This design comes from an exercise in tuning for small area on the open sky130 flow, not from production work.
The RTL of this run was laid out without a check of its function.
Power figures rest on the tool's default switching activity, not on a simulated workload.

$ cat flow/flow/run.sh
#!/bin/bash
# Standard ORFS layout; only the port buffers (smallest buffer cell) and the
# clock tree (no dummy loads) differ from the standard flow's own flow.
set -euo pipefail
bash standard.sh \
  "BUFFER_PORTS_ARGS=-buffer_cell sky130_fd_sc_hd__buf_1" \
  "CTS_ARGS=-sink_clustering_enable -repair_clock_nets -dont_use_dummy_load" \
  finish > standard_flow.log 2>&1
$ cat flow/standard.sh
#!/bin/bash
# synth_recipe.tcl (not shown) runs the flow's synth.tcl, then flattens the netlist and writes it again
# the make line also repeats each setting of config.mk as NAME=value (left out here)
make -C /OpenROAD-flow-scripts/flow DESIGN_CONFIG=/design/flow/config.mk WORK_HOME=/design/flow/orfs CLKGATE_MAP_FILE= SYNTH_SCRIPT=/design/flow/synth_recipe.tcl "${@:-finish}"
$ cat flow/config.mk
export PLATFORM = sky130hd
export DESIGN_NAME = pfse_frdec4
export DESIGN_NICKNAME = pfse_frdec4
export VERILOG_FILES = /design/flow/design.v
export SDC_FILE = /design/flow/constraint.sdc
export NUM_CORES = 4
export LEC_CHECK = 0
export ABC_AREA = 1
export CAP_MARGIN = 20
export CORE_MARGIN = 2
export CORE_UTILIZATION = 65
export SLEW_MARGIN = 20
$ cat flow/constraint.sdc
create_clock -name core_clock -period 24.0 [get_ports {clk}]
set_input_delay 4.8000 -clock core_clock [delete_from_list [all_inputs] [get_ports {clk}]]
set_output_delay 4.8000 -clock core_clock [all_outputs]
set_load 0.01 [all_outputs]
$ cat flow/design.v
module pfse_frdec4 (
    input  wire        clk,
    input  wire        rst,
    input  wire        in_valid,
    input  wire [31:0] in_data,
    input  wire        in_last,
    input  wire [1:0]  in_nbytes,
    output wire        out_valid,
    output wire [1:0]  out_demux,       
    output wire [11:0] out_status,      
    output wire [6:0]  out_rel_id,
    output wire        out_agg,
    output wire [31:0] out_entry_id,
    output wire [31:0] out_attr2,
    output wire [31:0] out_attr3,
    output wire [31:0] out_udp_ports,   
    output wire [31:0] out_udp_lencs,   
    output wire [15:0] out_pay_off,
    output wire [15:0] out_pay_len,
    output wire [47:0] out_dmac,
    output wire [47:0] out_smac,
    output wire [31:0] out_src_ip,
    output wire [31:0] out_dst_ip,
    output wire [3:0]  out_ihl,
    output wire [7:0]  out_proto,
    output wire [15:0] out_totlen
);
    function [19:0] rca;
        input [19:0] a;
        input [19:0] b;
        input        ci;
        integer      i;
        reg          c;
        begin
            c = ci;
            for (i = 0; i < 20; i = i + 1) begin
                rca[i] = a[i] ^ b[i] ^ c;
                c      = (a[i] & b[i]) | (a[i] & c) | (b[i] & c);
            end
        end
    endfunction
    function [39:0] csa;      
        input [19:0] a;
        input [19:0] b;
        input [19:0] c;
        begin
            csa = {(a & b) | (a & c) | (b & c), a ^ b ^ c};
        end
    endfunction
    function [17:0] acc;
        input [15:0] lo;
        input        u0;
        input        u1;
        input [15:0] wa;
        input [15:0] wb;
        reg   [39:0] cs;
        reg   [19:0] r;
        begin
            cs  = csa({4'd0, lo}, {4'd0, wa}, {4'd0, wb});
            r   = rca({4'd0, cs[15:0]}, {3'd0, cs[35:20], u0}, u1);
            acc = {r[17], r[16] | r[17], r[15:0]};
        end
    endfunction
    reg        fresh;      
    reg        fin;        
    reg [4:0]  bc;         
    wire [4:0] kb = fresh ? 5'd0 : bc;     
    wire       lastb = in_valid & in_last;
    wire       nb4 = (in_nbytes == 2'd0);   
    reg [47:0]  dmac_n, smac_n;
    reg [31:0]  sip_n, dip_n;
    reg [3:0]   ihl;
    reg [15:0]  tot;
    reg         eth_ok, ver_ok, frag_bad, p_rel, p_udp;
    reg [103:0] R_n;       
    reg [31:0]  bp_n;      
    reg [15:0]  bck_n;     
    reg         ah_ok, al_ok, bh_ok, bl_ok;    
    reg         ipok;
    reg         n24, trunc;
    reg [13:0]  C;         
    reg [15:0]  A1;        
    reg         A1u0, A1u1;
    reg [15:0]  A2;
    reg         A2u0, A2u1;
    wire [7:0] l0 = in_data[31:24];
    wire [7:0] l1 = in_data[23:16];
    wire [7:0] l2 = in_data[15:8];
    wire [7:0] l3 = in_data[7:0];
    wire [19:0] kb3 = rca({15'd0, kb}, 20'hFFFFD, 1'b0);              
    wire [19:0] rkw = rca({15'd0, kb3[4:0]}, {16'hFFFF, ~ihl}, 1'b1);  
    wire [5:0]  rk  = rkw[5:0];
    wire       ph   = kb[4] | kb[3] | kb[2];           
    wire       rneg = rk[5];
    wire       rk0  = ph & (rk == 6'd0);
    wire       rk1  = ph & (rk == 6'd1);
    wire       rk2  = ph & (rk == 6'd2);
    wire       rk3  = ph & (rk == 6'd3);
    wire       rk4  = ph & (rk == 6'd4);
    wire       rk5  = ph & (rk == 6'd5);
    wire       rgt0 = ph & !rneg & (rk[4:0] != 5'd0);
    wire       rgt3 = ph & !rneg & (rk[4:2] != 3'd0);
    wire       ipph = ph & rneg;                       
    wire [19:0] Tw = rca({4'd0, tot}, {14'h3FFF, ~ihl, 2'b11}, 1'b1);
    wire [15:0] T  = Tw[15:0];
    wire        tneg = Tw[16];                         
    wire t_ge8  = |T[15:3];
    wire t_ge9  = |T[15:4] | (T[3] & |T[2:0]);
    wire t_ge21 = |T[15:5] | (T[4] & (T[3] | (T[2] & (T[1] | T[0]))));
    wire valid_b = t_ge21 & bh_ok & bl_ok;
    wire valid_a = t_ge9 & ah_ok & al_ok;
    wire m_a  = rk1 | rk2;                             
    wire m_b  = rk4 | rk5;                             
    wire x_nz = m_a | m_b | !p_udp;                    
    wire x_13 = m_b | (!m_a & valid_b);                
    wire [19:0] Xw = rca({4'd0, T}, {4'd0, {12{x_nz}}, x_nz & !x_13, x_nz & !x_13, x_nz, x_nz}, 1'b0);
    wire [15:0] X  = Xw[15:0];
    wire cmp_h = (l3 == X[15:8]);
    wire cmp_l = (l0 == X[7:0]);
    wire x3   = (tot[1:0] == 2'd3);
    wire c_ge3 = |C[13:2] | (C[1] & C[0]);
    wire c_ge2 = |C[13:1];
    wire dpos = x3 ? c_ge2 : c_ge3;
    wire dz   = x3 ? (C == 14'd1) : (C == 14'd2);
    wire [1:0] el = tot[1:0] + 2'd1;                   
    wire [3:0] dg;
    assign dg[0] = dpos | dz;
    assign dg[1] = dpos | (dz & (el != 2'd0));
    assign dg[2] = dpos | (dz & el[1]);
    assign dg[3] = dpos | (dz & (el == 2'd3));
    wire       hd  = rk1 | rk2 | rk3;                  
    wire [3:0] m1;
    assign m1[0] = in_valid & (ipph | rk0 | (hd & dg[0]));
    assign m1[1] = in_valid & (ipph | rk0 | (hd & dg[1]));
    assign m1[2] = in_valid & ((kb == 5'd3) | ipph | (hd & dg[2]));
    assign m1[3] = in_valid & ((kb == 5'd3) | ipph | ((rk1 | rk2) & dg[3]));
    wire       hs  = in_valid & rk1;                   
    wire [3:0] ps;
    assign ps[0] = (kb == 5'd7) | (kb == 5'd8);
    assign ps[1] = (kb == 5'd7) | (kb == 5'd8);
    assign ps[2] = (kb == 5'd6) | (kb == 5'd7);
    assign ps[3] = (kb == 5'd6) | (kb == 5'd7);
    wire       ud  = p_udp & rgt0;
    wire       rd  = p_rel & rgt3;
    wire [3:0] m2;
    assign m2[0] = in_valid & (ps[0] | ((ud | rd) & dg[0]));
    assign m2[1] = in_valid & (ps[1] | ((ud | rd) & dg[1]));
    assign m2[2] = in_valid & (ps[2] | ((ud | (p_udp & rk0) | rd) & dg[2]));
    assign m2[3] = in_valid & (ps[3] | ((ud | (p_udp & rk0) | rd | (p_rel & rk3)) & dg[3]));
    wire       odd2 = p_rel & (rk3 | rgt3);
    wire [7:0] a0 = m1[0] ? l0 : 8'd0;
    wire [7:0] a1 = m1[1] ? l1 : 8'd0;
    wire [7:0] a2 = m1[2] ? l2 : 8'd0;
    wire [7:0] a3 = m1[3] ? l3 : 8'd0;
    wire [15:0] w1a = hd ? {a1, a2} : {a0, a1};
    wire [15:0] w1b = hd ? {a3, a0} : {a2, a3};
    wire [7:0] b0 = m2[0] ? l0 : 8'd0;
    wire [7:0] b1 = m2[1] ? l1 : 8'd0;
    wire [7:0] b2 = m2[2] ? l2 : 8'd0;
    wire [7:0] b3 = m2[3] ? l3 : 8'd0;
    wire [15:0] w2a = odd2 ? {b1, b2} : {b0, b1};
    wire [15:0] w2b = odd2 ? {b3, b0} : {b2, b3};
    wire [15:0] a1lo = hs ? {R_n[95:88], 8'd0} : A1;
    wire [17:0] A1nx = acc(a1lo, A1u0 & !hs, A1u1 & !hs, w1a, w1b);
    wire [17:0] A2nx = acc(A2, A2u0, A2u1, w2a, w2b);
    wire a1_ok = (&A1[15:2]) & (A1[1] == !A1u1) & (A1[0] == !(A1u0 ^ A1u1));
    wire [4:0]  bc1 = (kb == 5'd31) ? 5'd31 : kb + 5'd1;
    wire [13:0] Cm1 = C - 14'd1;
    always @(posedge clk) begin
        if (rst) begin
            fresh <= 1'b1;
            fin   <= 1'b0;
        end else begin
            fin <= lastb;
            if (in_valid) begin
                fresh <= in_last;
                bc    <= bc1;
            end
        end
    end
    always @(posedge clk) begin
        {A1u1, A1u0, A1} <= fresh ? 18'd0  : A1nx;
        {A2u1, A2u0, A2} <= fresh ? 18'd17 : A2nx;
        if (hs)
            ipok <= a1_ok;
        if (in_valid) begin
            if (kb == 5'd0) dmac_n[47:16] <= in_data;
            if (kb == 5'd1) begin
                dmac_n[15:0]  <= in_data[31:16];
                smac_n[47:32] <= in_data[15:0];
            end
            if (kb == 5'd2) smac_n[31:0] <= in_data;
            if (kb == 5'd3) begin
                eth_ok <= (in_data[31:16] == 16'h0800);
                ver_ok <= (in_data[15:12] == 4'd4);
                ihl    <= in_data[11:8];
            end
            if (kb == 5'd4) begin
                tot <= in_data[31:16];
                C   <= in_data[31:18];
            end else if (C != 14'd0) begin
                C   <= Cm1;
            end
            if (kb == 5'd5) begin
                frag_bad <= in_data[29] | (in_data[28:16] != 13'd0);
                p_rel    <= (l3 == 8'd250);
                p_udp    <= (l3 == 8'd17);
            end
            if (kb == 5'd6) sip_n[31:16] <= in_data[15:0];
            if (kb == 5'd7) begin
                sip_n[15:0]  <= in_data[31:16];
                dip_n[31:16] <= in_data[15:0];
            end
            if (kb == 5'd8) dip_n[15:0] <= in_data[31:16];
            if (rk0) R_n[103:88] <= in_data[15:0];
            if (rk1) begin
                R_n[87:56] <= in_data;
                ah_ok      <= cmp_h;
            end
            if (rk2) begin
                R_n[55:24] <= in_data;
                al_ok      <= cmp_l;
            end
            if (rk3) begin
                R_n[23:0]   <= in_data[31:8];
                bp_n[31:24] <= l3;
            end
            if (rk4) begin
                bp_n[23:0] <= in_data[31:8];
                bh_ok      <= cmp_h;
            end
            if (rk5) begin
                bl_ok <= cmp_l;
                bck_n <= in_data[23:8];
            end
            if (in_last) begin
                n24   <= (kb[4:3] != 2'd0) | (kb[2:0] == 3'd7) | (kb[2:0] == 3'd6) |
                         ((kb == 5'd5) & nb4);
                trunc <= dpos | (dz & !nb4 & (in_nbytes <= el));
            end
        end
    end
    wire is_ipv4 = n24 & eth_ok;
    wire c_rel   = is_ipv4 & p_rel;
    wire c_udp   = is_ipv4 & p_udp;
    wire ihl_lt5 = !(ihl[3] | (ihl[2] & (ihl[1] | ihl[0])));
    wire ip_bad  = !ver_ok | ihl_lt5 | tneg | trunc | frag_bad;
    wire g_rel = c_rel & !ip_bad & (valid_a | valid_b);
    wire g_udp = c_udp & !ip_bad & t_ge8;
    wire good  = g_rel | g_udp;
    wire bad   = !good;
    wire g_b   = g_rel & valid_b;
    wire g_a   = g_rel & !valid_b;
    wire [15:0] R45 = R_n[71:56];
    wire lenok = p_rel | (R45 == X);
    wire [15:0] ck  = (p_rel & valid_b) ? bck_n : p_rel ? R_n[47:32] : R_n[55:40];
    wire        use1 = p_rel & !valid_b;
    wire [15:0] a1m  = use1 ? A1 : 16'd0;
    wire [39:0] us_cs = csa({4'd0, A2}, {4'd0, X}, {4'd0, a1m});
    wire [19:0] us    = rca({4'd0, us_cs[15:0]}, {3'd0, us_cs[35:20], A2u0}, A2u1);
    wire [2:0]  uz    = {1'b0, us[17:16]} + {2'd0, use1 & A1u0} + {2'd0, use1 & A1u1};
    wire        us_ok = (&us[15:3]) & (us[2:0] == ~uz);
    wire udpok = lenok & ((ck == 16'd0) | us_ok);
    wire [11:0] status = good ? {lenok, udpok, ipok, g_b & valid_a, 1'b1, g_b,
                                 !p_rel, p_rel, 4'd0} :
                         (c_rel | c_udp) ? 12'h083 : 12'h0B0;
    wire [19:0] plw = rca({4'd0, X}, 20'hFFFF8, 1'b0);    
    wire [4:0]  po  = {1'b0, ihl} + (g_b ? 5'd8 : 5'd5);
    assign out_valid     = fin & ~rst;
    assign out_demux     = {!c_rel, !c_udp};
    assign out_status    = status;
    assign out_rel_id    = (R_n[103:97] & {7{g_rel}});
    assign out_agg       = (R_n[96] & g_rel);
    assign out_entry_id  = (R_n[95:64] & {32{g_b}});
    assign out_attr2     = (R_n[63:32] & {32{g_b}});
    assign out_attr3     = (R_n[31:0] & {32{g_b}});
    assign out_udp_ports = g_b ? bp_n : g_a ? R_n[95:64] : g_udp ? R_n[103:72] : 32'd0;
    assign out_udp_lencs = {g_rel ? X : g_udp ? R45 : 16'd0,
                            g_b ? bck_n : g_a ? R_n[47:32] : g_udp ? R_n[55:40] : 16'd0};
    assign out_pay_off   = good ? {9'd0, po, 1'b1, g_rel} : 16'd0;
    assign out_pay_len   = good ? plw[15:0] : 16'd0;
    assign out_dmac      = (dmac_n & {48{good}});
    assign out_smac      = (smac_n & {48{good}});
    assign out_src_ip    = (sip_n & {32{good}});
    assign out_dst_ip    = (dip_n & {32{good}});
    assign out_ihl       = good ? ihl : 4'd0;
    assign out_proto     = {g_rel, g_rel, g_rel, g_rel | g_udp, g_rel, 1'b0, g_rel, g_udp};
    assign out_totlen    = good ? tot : 16'd0;
endmodule
==> impl_metrics.json <==
{
  "syn_avg_cell_area_um2": 9.84,
  "worstSetupStartpointType": "register",
  "netlist_top_cells_area": "edfxtp_1, fa_1, inv_1",
  "grt_antenna_before_repair": 1,
  "cts_sinks": 401,
  "ioPinCount": 441,
  "post-place-cells": 3108,
  "ctsResizeCount": 0,
  "setup_tns_ps": 0,
  "std_cell_rows": 68,
  "num-nets-final": 2901,
  "drv_slew": 0,
  "ys_ff_latch": 401,
  "gp_congestion": 0.986,
  "drc": 0,
  "dieWidth_um": 191,
  "wirelength_um": 78400,
  "die_area_um2": 36300,
  "drive_above_1_share_pct": 7.38,
  "initialDrtViolationCount": 2831,
  "ys_warn_count": 1,
  "cellPowerDensity_nw_per_um2": 57.6,
  "timing.final.crit_share_pct": 82.4,
  "synth_edf_count": 363,
  "slowest_delay_ps": 770,
  "yosysMostFrequentCell": "inv_1",
  "htree_levels": 2,
  "slowest_stage": "dfxtp_1",
  "worstPathRequired_ps": 19200,
  "async_flop_share_pct": 0,
  "die_y_um": 191,
  "finalSetupViolCount": 0,
  "synth_common_cells": "inv_1, nand2_1, edfxtp_1, nor2_1, nand4_1",
  "drv_cap": 0,
  "clkLatencyLatePin_ps": 550,
  "hold_buffers": 0,
  "cellLeakagePower_nw": 11.6,
  "coreArea_um2": 34400,
  "crit_fanout": 20,
  "worst_slew_pin_slew_ps": 1180,
  "timing_worst_setup_path_type": "register to output pin",
  "netlist.area_leader.share_pct": 48.2,
  "use_met3_pct": 9.46,
  "cts_made_buffers": 41,
  "clockBufferDepth": 3,
  "grt_util_met1_pct": 54.8,
  "synth.largest_area_cell": "edfxtp_1",
  "rsz0062_at_grt": "false",
  "synthDistinctLibCells": 49,
  "synth_cells": 2300,
  "cts_root_buffer": "clkbuf_16",
  "fin_crit_ps": 19770,
  "tritoncts": "done",
  "firstDrtPassIters": 7,
  "grt_usage_pct": 42.8,
  "max-slew-margin-rel_pct": 21.1,
  "met2_usage_pct": 68.2,
  "top_usage_layer": "met2",
  "area_growth_syn_to_layout_pct": 12.9,
  "grt_max_degree": 116,
  "vdd_ir_drop_max_mv": 0.0584,
  "arrival_ps": 14970,
  "grt_overflow": 0,
  "path_common_cell": "fa_1",
  "grt_pass1_vias": 18087,
  "wl_per_cell_um": 24.9,
  "final_antenna_net_count": 0,
  "outcome": "complete, no violations",
  "synth_flop_cell": "edfxtp_1",
  "post_cts.repair.setup_buffers": 0,
  "finalHoldViolCount": 0,
  "start_util_pct": 65.8,
  "num_vias": 19099,
  "fin_util_pct": 74.3,
  "grt_first_pass_wirelength_um": 112000,
  "fin_skew_ps": 51.3,
  "hpwl_um": 53000,
  "path_clk_slew_ps": 70,
  "seq_area_frac_synth_pct": 51.5,
  "min_path_type": "register to register",
  "synthesis.area_um2": 22600,
  "viasPerCell": 6.06,
  "port_buffers": 427,
  "finalHoldWorstSlack_ps": 608,
  "cp-end-kind": "output pin",
  "fin_cells": 3153,
  "maxClockFrequency_ghz": 0.0506
}
==> cells by family (layout without fill, tap and decap cells) <==
family                     Yosys count  count (layout)  share of synthesized area [%]
and+or+nand+nor                    891             891                           17.6
buffers and inverters              643            1027                           11.9
adders and majority gates          166             166                           13.0
DFF                                401             401                           51.5
other                                2              16                         0.0332
AOI/OAI and AO/OA                  161             161                           4.44
xor gates and xnor gates            36              36                           1.39
==> report_power, final <==
part | total (mW) | switching, mW | internal, mW
Clock | 0.551 | 0.251 | 0.300
Combinational | 0.137 | 0.100 | 0.0366
Sequential | 0.784 | 0.00828 | 0.775
==> sequential cells by signal, indices dropped and copies added, names as in the netlist, 4 cells and up <==
signal and count:
A1 16, A2 16, C 14, R_n 104, bc 5, bck_n 16
bp_n 32, dip_n 32, dmac_n 48, ihl 4, sip_n 32, smac_n 48
tot 16
==> metrics by stage <==
step | area [µm²] | power (mW) | setup slack, ps
final | 25500 | 1.47 | 4230
after global routing | 25500 | 1.50 | 3480
after CTS | 25500 | 1.46 | 4260
after detailed placement | 24500 | 0.928 | 4830
after global placement | 24500 | 0.926 | 5040
after floorplan | 22700 | 0.873 | 6190
==> layout make-up <==
class	instances	area, µm²
Sequential cell	401	11700
Fill cell	2353	8840
Inverter	511	1920
Tap cell	455	569
Multi-Input combinational cell	1267	8370
Clock buffer	41	1030
Antenna cell	3	7.51
Timing Repair Buffer	475	1980
==> per-layer routing <==
metal	vias up	part of all wire, %
met4	0	6.8
met2	1571	47
met1	9065	34
li1	8108	-
met5	-	0
met3	355	13
==> worst max-delay path, delay by kind of cell, from the launching register on <==
| family | cells | cell delay, ps |
|---|---|---|
| adders and majority gates | 25 | 10050 |
| and+or+nand+nor | 9 | 1720 |
| buffers and inverters | 11 | 1460 |
| DFF | 1 | 770 |
| AOI/OAI and AO/OA | 3 | 410 |
==> cells in the final DEF (no fill, tap or decap), types with 3 or more instances in the layout <==
cell type | netlist | layout
a21oi_1 | 21 | 21
a22oi_1 | 37 | 37
buf_1 | 4 | 426
buf_4 | 45 | 47
clkbuf_16 | 0 | 41
conb_1 | 2 | 13
dfxtp_1 | 38 | 38
diode_2 | 0 | 3
edfxtp_1 | 363 | 363
fa_1 | 116 | 116
ha_1 | 50 | 50
inv_1 | 456 | 456
inv_2 | 54 | 54
nand2_1 | 410 | 410
nand2_2 | 15 | 15
nand3_1 | 41 | 41
nand4_1 | 145 | 145
nor2_1 | 212 | 205
nor2_2 | 6 | 9
nor2_4 | 2 | 6
nor3_1 | 18 | 16
nor3_2 | 1 | 3
nor4_1 | 15 | 14
o21ai_0 | 38 | 38
o21ai_1 | 34 | 34
o221ai_1 | 12 | 12
o22ai_1 | 6 | 6
or2_1 | 9 | 9
or2_2 | 9 | 9
xnor2_1 | 14 | 14
xor2_1 | 22 | 22
==> final timing paths <==
check,startpoint,endpoint,slack (ps),cells after the start
setup / recovery,fresh,out_status[10],4230,48
hold / removal,A1[15],ipok,610,2
setup reg to reg,fresh,A1[15],10860,40
hold reg to reg,A1[15],ipok,610,2

re-timing with driven ports:
The flow's constraints put no driver on any port. The routed layout listed below was extracted and timed again, unchanged, in two steps. Step 1 (the two cells are an assumption about what drives the block):
set clk [get_ports {clk}]
set_driving_cell -lib_cell sky130_fd_sc_hd__clkbuf_16 $clk
set_driving_cell -lib_cell sky130_fd_sc_hd__buf_2 [delete_from_list [all_inputs] $clk]
Step 2 moves the port delays by t, midway between the first and last clock arrival at a register: inputs arrive t later, outputs are due t later. That takes back most of the time a late clock gives input paths. Slacks: no drivers / after step 1 / after step 2; pairs: no drivers / after step 1.
shift t [ns]: 0.580
setup WS [ns]: 4.227 / 4.174 / 4.754
worst setup path after step 2: register to output
After both steps this run still meets setup and hold. The setup slack of this run moves by -0.053 ns with the drivers and by +0.527 ns with both steps.
